This design comes from an exercise in tuning for small area, a short achievable clock period and few clock cycles on the open sky130 flow, not from production work. In this exercise RTL edits were held to simulation tests only and were not proved equivalent to the original. Power is estimated from default activity; no workload was simulated.

Design tc_engine, start of the top module:
module tc_engine (
    input  wire        clk,
    input  wire        rst,           
    input  wire        cmd_valid,
    output reg         cmd_ready,
    input  wire [1:0]  cmd_op,        
    input  wire [47:0] cmd_data,      
    input  wire [15:0] cmd_cent,      
    input  wire        cmd_midf,      
    output reg         done,
    output reg  [2:0]  done_evt,      
    output reg  [2:0]  eng_state,
    output reg         mode,
    output wire [3:0]  err_code,
    output wire [5:0]  sec,
    output wire [5:0]  min,
    output wire [4:0]  hr,
    output wire [31:0] days,
    output reg  [1:0]  page,
    output reg  [15:0] cent,
    output reg         midf,
    output wire        bank,
    output wire [1:0]  blink,
    output wire        lcd_on,
    output wire [47:0] disp0,         
    output wire [47:0] disp1
);
Size in the first run: ~2400 cells after synthesis, about 120 flip-flops, roughly 250 I/O pins.
Settings: LEC_CHECK=0, CAP_MARGIN=20, CORE_MARGIN=2, CORE_UTILIZATION=40, SETUP_SLACK_MARGIN=2, SLEW_MARGIN=20; clock period 60.0 ns.
standard.sh (not shown) runs the stock make flow with config.mk's settings and CLKGATE_MAP_FILE= SYNTH_SCRIPT=/design/flow/synth_recipe.tcl, a recipe that flattens the netlist after the stock synthesis.
==> flow/flow/run.sh <==
#!/bin/bash
# The standard layout, with plain sky130 buf_1 cells as the port buffers
# (buffer_ports otherwise picks clkdlybuf4s50_1). Everything else is
# the standard.sh: the standard synthesis, floorplan, power grid, tap
# cells, placement, clock tree, routing and finishing.
set -euo pipefail
export BUFFER_PORTS_ARGS="-buffer_cell sky130_fd_sc_hd__buf_1"
bash standard.sh > standard.log 2>&1
Testbench counts at the start, summed over its fixed seeds: cycles 27,028.
Rerun with:
==> flow/run.sh (new file) <==
#!/bin/bash
# synth_recipe.tcl (not shown) runs the flow's synth.tcl, then flattens the netlist and writes it again
# the make line also repeats each setting of config.mk as NAME=value (left out here)
make -C /OpenROAD-flow-scripts/flow DESIGN_CONFIG=/design/flow/config.mk WORK_HOME=/design/flow/orfs CLKGATE_MAP_FILE= SYNTH_SCRIPT=/design/flow/synth_recipe.tcl finish
removed: flow/flow/run.sh
removed: flow/standard.sh
=> Utilization increases by 3.5 points; area after synthesis does not change; fmax decreases by 2.6%; clock skew stays flat; total power increases by 7.3%; routed wire length increases by 2.1%.

========
## v17
Another version of the RTL of tc_engine (not shown whole).
Size: roughly 2,300 cells after synthesis, ~250 I/O pins, ~15,000 um2 of cells after synthesis.
==> flow/config.mk <==
export PLATFORM = sky130hd
export DESIGN_NAME = tc_engine
export DESIGN_NICKNAME = tc_engine
export VERILOG_FILES = /design/flow/design.v
export SDC_FILE = /design/flow/constraint.sdc
export NUM_CORES = 4
export LEC_CHECK = 0
export CAP_MARGIN = 20
export CORE_MARGIN = 2
export CORE_UTILIZATION = 40
export CTS_BUF_LIST = sky130_fd_sc_hd__clkbuf_4 sky130_fd_sc_hd__clkbuf_8
export SETUP_SLACK_MARGIN = 2
export SLEW_MARGIN = 20
==> flow/constraint.sdc <==
create_clock -name core_clock -period 60.0 [get_ports {clk}]
set_input_delay 12.0000 -clock core_clock [delete_from_list [all_inputs] [get_ports {clk}]]
set_output_delay 12.0000 -clock core_clock [all_outputs]
set_load 0.01 [all_outputs]
==> flow/flow/run.sh <==
#!/bin/bash
# Layout flow: the standard synthesis (standard.sh synth); then ABC maps the
# combinational logic of that netlist again, for area, with every register cell
# kept as it is (same cells, same instance names); then the standard layout
# (standard.sh) on that netlist, with sky130 buf_1 cells as the port buffers.
# Each tool's output goes to a log file of its own in this folder.
set -euo pipefail
R=orfs/results/${FLOW_PLATFORM}/tc_engine/base
LIB=${FLOW_HOME}/platforms/${FLOW_PLATFORM}/lib/sky130_fd_sc_hd__tt_025C_1v80.lib
YOSYS=${FLOW_HOME}/../tools/install/yosys/bin/yosys
export BUFFER_PORTS_ARGS="-buffer_cell sky130_fd_sc_hd__buf_1"

bash standard.sh synth > standard_synth.log 2>&1

cp "$R/1_2_yosys.v" standard_1_2_yosys.v
sed -e "s#LIB#$LIB#g" -e "s#NETLIST#standard_1_2_yosys.v#" -e "s#TOP#$FLOW_TOP#g" \
    -e "s#OUT#$R/1_2_yosys.v#" flow/resynth.ys > resynth_run.ys
"$YOSYS" -s resynth_run.ys > resynth.log 2>&1
rm -f "$R/1_synth.odb" "$R/1_synth.sdc"

bash standard.sh > standard_layout.log 2>&1
==> flow/flow/resynth.ys <==
read_liberty -ignore_miss_func LIB
read_verilog NETLIST
hierarchy -top TOP
setattr -mod -set blackbox 1 sky130_fd_sc_hd__*df*
flatten
opt -purge
abc -liberty LIB -dont_use sky130_fd_sc_hd__lpflow_* -dont_use sky130_fd_sc_hd__probe*
splitnets
opt_clean -purge
hilomap -singleton -hicell sky130_fd_sc_hd__conb_1 HI -locell sky130_fd_sc_hd__conb_1 LO
insbuf -buf sky130_fd_sc_hd__buf_4 A X
rename -hide w:*.*
rename -enumerate
select -module TOP
write_verilog -noattr -nohex -nodec -selected OUT
v17: all stages complete, timing, DRC and antenna checks passed
Testbench counts of v17, summed over its fixed seeds: cycles 27,336.
diff inputs: v17 => v35
Settings: CTS_BUF_LIST: sky130_fd_sc_hd__clkbuf_4 sky130_fd_sc_hd__clkbuf_8 -> unset.
diff --git a/flow/flow/resynth.ys b/flow/flow/resynth.ys
--- a/flow/flow/resynth.ys
+++ b/flow/flow/resynth.ys
@@ -6,3 +6,3 @@
 opt -purge
-abc -liberty LIB -dont_use sky130_fd_sc_hd__lpflow_* -dont_use sky130_fd_sc_hd__probe*
+abc -liberty LIB -script "+strash;dc2;dch,-f;map,-a;strash;dc2;dch,-f;map,-a;topo;" -dont_use sky130_fd_sc_hd__lpflow_* -dont_use sky130_fd_sc_hd__probe*
 splitnets
==> results.txt <==
Summary of v35 over v17: critical path depth increased 2; via count increased 1.5%; source-to-sink clock delay at the later pin of the worst-skew pair decreased 0.05 ns. Looking at start point of the critical path, the cmd_op[0] result is from v17; the cmd_op[1] one comes from v35.
Changes in v25 relative to v35:
==> flow/run.sh (new file) <==
#!/bin/bash
# synth_recipe.tcl (not shown) runs the flow's synth.tcl, then flattens the netlist and writes it again
# the make line also repeats each setting of config.mk as NAME=value (left out here)
make -C /OpenROAD-flow-scripts/flow DESIGN_CONFIG=/design/flow/config.mk WORK_HOME=/design/flow/orfs CLKGATE_MAP_FILE= SYNTH_SCRIPT=/design/flow/synth_recipe.tcl finish
removed: flow/flow/run.sh
removed: flow/flow/resynth.ys
removed: flow/standard.sh
## What came out
- Taking v35 as the reference point, the final worst clock skew of v25 falls by 0.0075 ns.
- Looking at highest achievable clock rate, v25 sits 2.7 MHz above v35.
- v25 vs v35, total of plain and repair buffers excluding clock buffers went up by about 12%.
- v25 has more setup slack than v35.
- Number of vias after detailed routing up 418 in v25 wrt v35
- Against v35, v25 comes in 1 higher on count of TritonRoute iterations in the first routing pass.
The following lists how v40 was set up differently from v25:
==> flow/flow/run.sh (new file) <==
#!/bin/bash
# Layout flow: the standard synthesis (standard.sh synth); then ABC maps the
# combinational logic of that netlist again, for area, with every register cell
# kept as it is (same cells, same instance names); then the standard layout
# (standard.sh) on that netlist, with sky130 buf_1 cells as the port buffers.
# Each tool's output goes to a log file of its own in this folder.
set -euo pipefail
R=orfs/results/${FLOW_PLATFORM}/tc_engine/base
LIB=${FLOW_HOME}/platforms/${FLOW_PLATFORM}/lib/sky130_fd_sc_hd__tt_025C_1v80.lib
YOSYS=${FLOW_HOME}/../tools/install/yosys/bin/yosys
export BUFFER_PORTS_ARGS="-buffer_cell sky130_fd_sc_hd__buf_1"

bash standard.sh synth > standard_synth.log 2>&1

cp "$R/1_2_yosys.v" standard_1_2_yosys.v
sed -e "s#LIB#$LIB#g" -e "s#NETLIST#standard_1_2_yosys.v#" -e "s#TOP#$FLOW_TOP#g" \
    -e "s#OUT#$R/1_2_yosys.v#" flow/resynth.ys > resynth_run.ys
"$YOSYS" -s resynth_run.ys > resynth.log 2>&1
rm -f "$R/1_synth.odb" "$R/1_synth.sdc"

bash standard.sh > standard_layout.log 2>&1
==> flow/flow/resynth.ys (new file) <==
read_liberty -ignore_miss_func LIB
read_verilog NETLIST
hierarchy -top TOP
setattr -mod -set blackbox 1 sky130_fd_sc_hd__*df*
flatten
opt -purge
abc -liberty LIB -dont_use sky130_fd_sc_hd__lpflow_* -dont_use sky130_fd_sc_hd__probe*
splitnets
opt_clean -purge
hilomap -singleton -hicell sky130_fd_sc_hd__conb_1 HI -locell sky130_fd_sc_hd__conb_1 LO
insbuf -buf sky130_fd_sc_hd__buf_4 A X
rename -hide w:*.*
rename -enumerate
select -module TOP
write_verilog -noattr -nohex -nodec -selected OUT
==> flow/standard.sh (new file) <==
#!/bin/bash
# synth_recipe.tcl (not shown) runs the flow's synth.tcl, then flattens the netlist and writes it again
# the make line also repeats each setting of config.mk as NAME=value (left out here)
make -C /OpenROAD-flow-scripts/flow DESIGN_CONFIG=/design/flow/config.mk WORK_HOME=/design/flow/orfs CLKGATE_MAP_FILE= SYNTH_SCRIPT=/design/flow/synth_recipe.tcl "${@:-finish}"
removed: flow/run.sh
## What came out
For number of placed instances, taps included, dividing the value from v40 by the value from v25 gives 0.948. v40 vs v25, part of the power in the clock network went up by 0.7 points. Row number of cells on the critical path: v40 higher / v25 lower. v40 has more setup slack than v25.

========
tc_engine, a different RTL version from the one above (not shown whole).
For scale: ~2400 cells after synthesis, about 250 I/O pins, ~0.016 mm² of cells after synthesis.
Settings: LEC_CHECK=0, CAP_MARGIN=20, CORE_MARGIN=2, CORE_UTILIZATION=40, CTS_BUF_LIST=sky130_fd_sc_hd__clkbuf_4 sky130_fd_sc_hd__clkbuf_8, SETUP_SLACK_MARGIN=2, SLEW_MARGIN=20; clock period 60.0 ns.
==> flow/flow/run.sh <==
#!/bin/bash
# Layout flow: the standard synthesis (standard.sh synth); then ABC maps the
# combinational logic of that netlist again, for area, with every register cell
# kept as it is (same cells, same instance names); then the standard layout
# (standard.sh) on that netlist, with sky130 buf_1 cells as the port buffers.
# Each tool's output goes to a log file of its own in this folder.
set -euo pipefail
R=orfs/results/${FLOW_PLATFORM}/tc_engine/base
LIB=${FLOW_HOME}/platforms/${FLOW_PLATFORM}/lib/sky130_fd_sc_hd__tt_025C_1v80.lib
YOSYS=${FLOW_HOME}/../tools/install/yosys/bin/yosys
export BUFFER_PORTS_ARGS="-buffer_cell sky130_fd_sc_hd__buf_1"

bash standard.sh synth > standard_synth.log 2>&1

cp "$R/1_2_yosys.v" standard_1_2_yosys.v
sed -e "s#LIB#$LIB#g" -e "s#NETLIST#standard_1_2_yosys.v#" -e "s#TOP#$FLOW_TOP#g" \
    -e "s#OUT#$R/1_2_yosys.v#" flow/resynth.ys > resynth_run.ys
"$YOSYS" -s resynth_run.ys > resynth.log 2>&1
rm -f "$R/1_synth.odb" "$R/1_synth.sdc"

bash standard.sh > standard_layout.log 2>&1
==> flow/flow/resynth.ys <==
read_liberty -ignore_miss_func LIB
read_verilog NETLIST
hierarchy -top TOP
setattr -mod -set blackbox 1 sky130_fd_sc_hd__*df*
flatten
opt -purge
select -set oc o:disp0 o:disp1 %ci*:-sky130_fd_sc_hd__dfxtp_1[Q]:-sky130_fd_sc_hd__edfxtp_1[Q]
abc -liberty LIB -dont_use sky130_fd_sc_hd__lpflow_* -dont_use sky130_fd_sc_hd__probe* @oc
abc -liberty LIB -dont_use sky130_fd_sc_hd__lpflow_* -dont_use sky130_fd_sc_hd__probe*
splitnets
opt_clean -purge
hilomap -singleton -hicell sky130_fd_sc_hd__conb_1 HI -locell sky130_fd_sc_hd__conb_1 LO
insbuf -buf sky130_fd_sc_hd__buf_4 A X
rename -hide w:*.*
rename -enumerate
select -module TOP
write_verilog -noattr -nohex -nodec -selected OUT
The baseline finished clean.
Testbench counts at the start, summed over its fixed seeds: cycles 27,498.
Edit:
--- a/flow/flow/resynth.ys
+++ b/flow/flow/resynth.ys
@@ -7,2 +6,0 @@
-select -set oc o:disp0 o:disp1 %ci*:-sky130_fd_sc_hd__dfxtp_1[Q]:-sky130_fd_sc_hd__edfxtp_1[Q]
-abc -liberty LIB -dont_use sky130_fd_sc_hd__lpflow_* -dont_use sky130_fd_sc_hd__probe* @oc
=> Clock skew hardly moves. Synthesized cell count falls by a few percent. Via count falls by a few percent. First-iteration DRC count falls by a few percent. Synthesized area falls by a few percent. Cell area falls by a few percent.
Edit:
--- a/flow/flow/resynth.ys
+++ b/flow/flow/resynth.ys
@@ -7 +7 @@
-abc -liberty LIB -dont_use sky130_fd_sc_hd__lpflow_* -dont_use sky130_fd_sc_hd__probe*
+abc -liberty LIB -script "+strash;&get,-n;&fraig,-x;&put;scorr;dc2;dretime;strash;&get,-n;&dch,-f;&nf,-R,1000;&put;" -dont_use sky130_fd_sc_hd__lpflow_* -dont_use sky130_fd_sc_hd__probe*
Outcome: The new run completed without violations. Total power goes down slightly. Non-clock buffer count goes up by 1. Final area goes down slightly. Worst hold slack degrades by 0.0034 ns. Sequential share of layout area goes up by 0.19 points. Routed wire length goes down by a few percent. Area after synthesis goes down slightly.

========
Setup of the previous run:
Another version of the RTL of tc_engine (not shown whole).
Size in the first run: about 250 I/O pins, ~0.015 mm^2 of cells after synthesis.
Settings: LEC_CHECK=0, CAP_MARGIN=20, CORE_MARGIN=2, CORE_UTILIZATION=40, CTS_BUF_LIST=sky130_fd_sc_hd__clkbuf_4 sky130_fd_sc_hd__clkbuf_8, SETUP_SLACK_MARGIN=2, SLEW_MARGIN=20; clock period 60.0 ns.
==> flow/flow/resynth.ys <==
read_liberty -ignore_miss_func LIB
read_verilog NETLIST
hierarchy -top TOP
setattr -mod -set blackbox 1 sky130_fd_sc_hd__*df*
flatten
opt -purge
abc -liberty LIB -script "+strash;&get,-n;&fraig,-x;&put;scorr;dc2;dretime;strash;&get,-n;&dch,-f;&nf,-R,1000;&put;" -dont_use sky130_fd_sc_hd__lpflow_* -dont_use sky130_fd_sc_hd__probe*
splitnets
opt_clean -purge
hilomap -singleton -hicell sky130_fd_sc_hd__conb_1 HI -locell sky130_fd_sc_hd__conb_1 LO
insbuf -buf sky130_fd_sc_hd__buf_4 A X
rename -hide w:*.*
rename -enumerate
select -module TOP
write_verilog -noattr -nohex -nodec -selected OUT
Scripts as last shown in full above: flow/flow/run.sh
Per the final summary, the previous run finished and its layout is clean on timing, DRC and antenna.
Testbench counts of the previous run, summed over its fixed seeds: cycles 27,322.
Modified inputs, the current run compared to the previous run
--- a/flow/flow/resynth.ys
+++ b/flow/flow/resynth.ys
@@ -6,3 +6,3 @@
 opt -purge
-abc -liberty LIB -script "+strash;&get,-n;&fraig,-x;&put;scorr;dc2;dretime;strash;&get,-n;&dch,-f;&nf,-R,1000;&put;" -dont_use sky130_fd_sc_hd__lpflow_* -dont_use sky130_fd_sc_hd__probe*
+abc -liberty LIB -dont_use sky130_fd_sc_hd__lpflow_* -dont_use sky130_fd_sc_hd__probe*
 splitnets
The current run ran to completion and came out clean on the timing, design-rule and antenna checks. Changes observed in the current run relative to the previous run: core utilization decreased by 0.23 points relative to the old numbers, global-route wire length before repair rose 0.82%. Comparing the two runs side by side, the current run comes out behind the previous run on overall die area.

## afterwards: timing with drivers on the ports
The results above use ideal ports. As a check the final layouts listed here were re-extracted and re-timed, cells and wires unchanged.
Step 1, drivers: a clkbuf_16 drives clk and a buf_2 each remaining input, both assumed.
Step 2, shift: input delay + t, output delay - t, t = (earliest + latest rising clock arrival at the registers) / 2. This alone moves slack from input paths to output paths.
Slacks: no drivers / after step 1 / after step 2; pairs: no drivers / after step 1.
run	t (ns)	slack for setup (ns)	worst setup path at the end
the first run of note 1	0.488	44.608 / 44.549 / 44.370	input to register
the second run of note 1	0.504	44.197 / 44.134 / 44.276	input to register
v17	0.556	44.955 / 44.981 / 44.425	input to register
v35	0.514	44.188 / 44.217 / 43.702	input to register
v25	0.528	44.831 / 44.789 / 44.335	input to register
v40	0.515	44.862 / 44.891 / 44.376	input to register
the first run of note 3	0.592	45.268 / 45.213 / 45.051	input to register
the second run of note 3	0.577	45.331 / 45.275 / 45.184	input to register
the third run of note 3	0.558	45.368 / 45.314 / 45.289	input to register
the previous run	0.574	45.178 / 45.120 / 44.745	input to register
the current run	0.571	45.451 / 45.394 / 45.076	input to register
After both steps every run listed still meets setup and hold. The setup slack of v17, which loses most, moves by +0.026 ns with the drivers and by -0.530 ns with both steps.
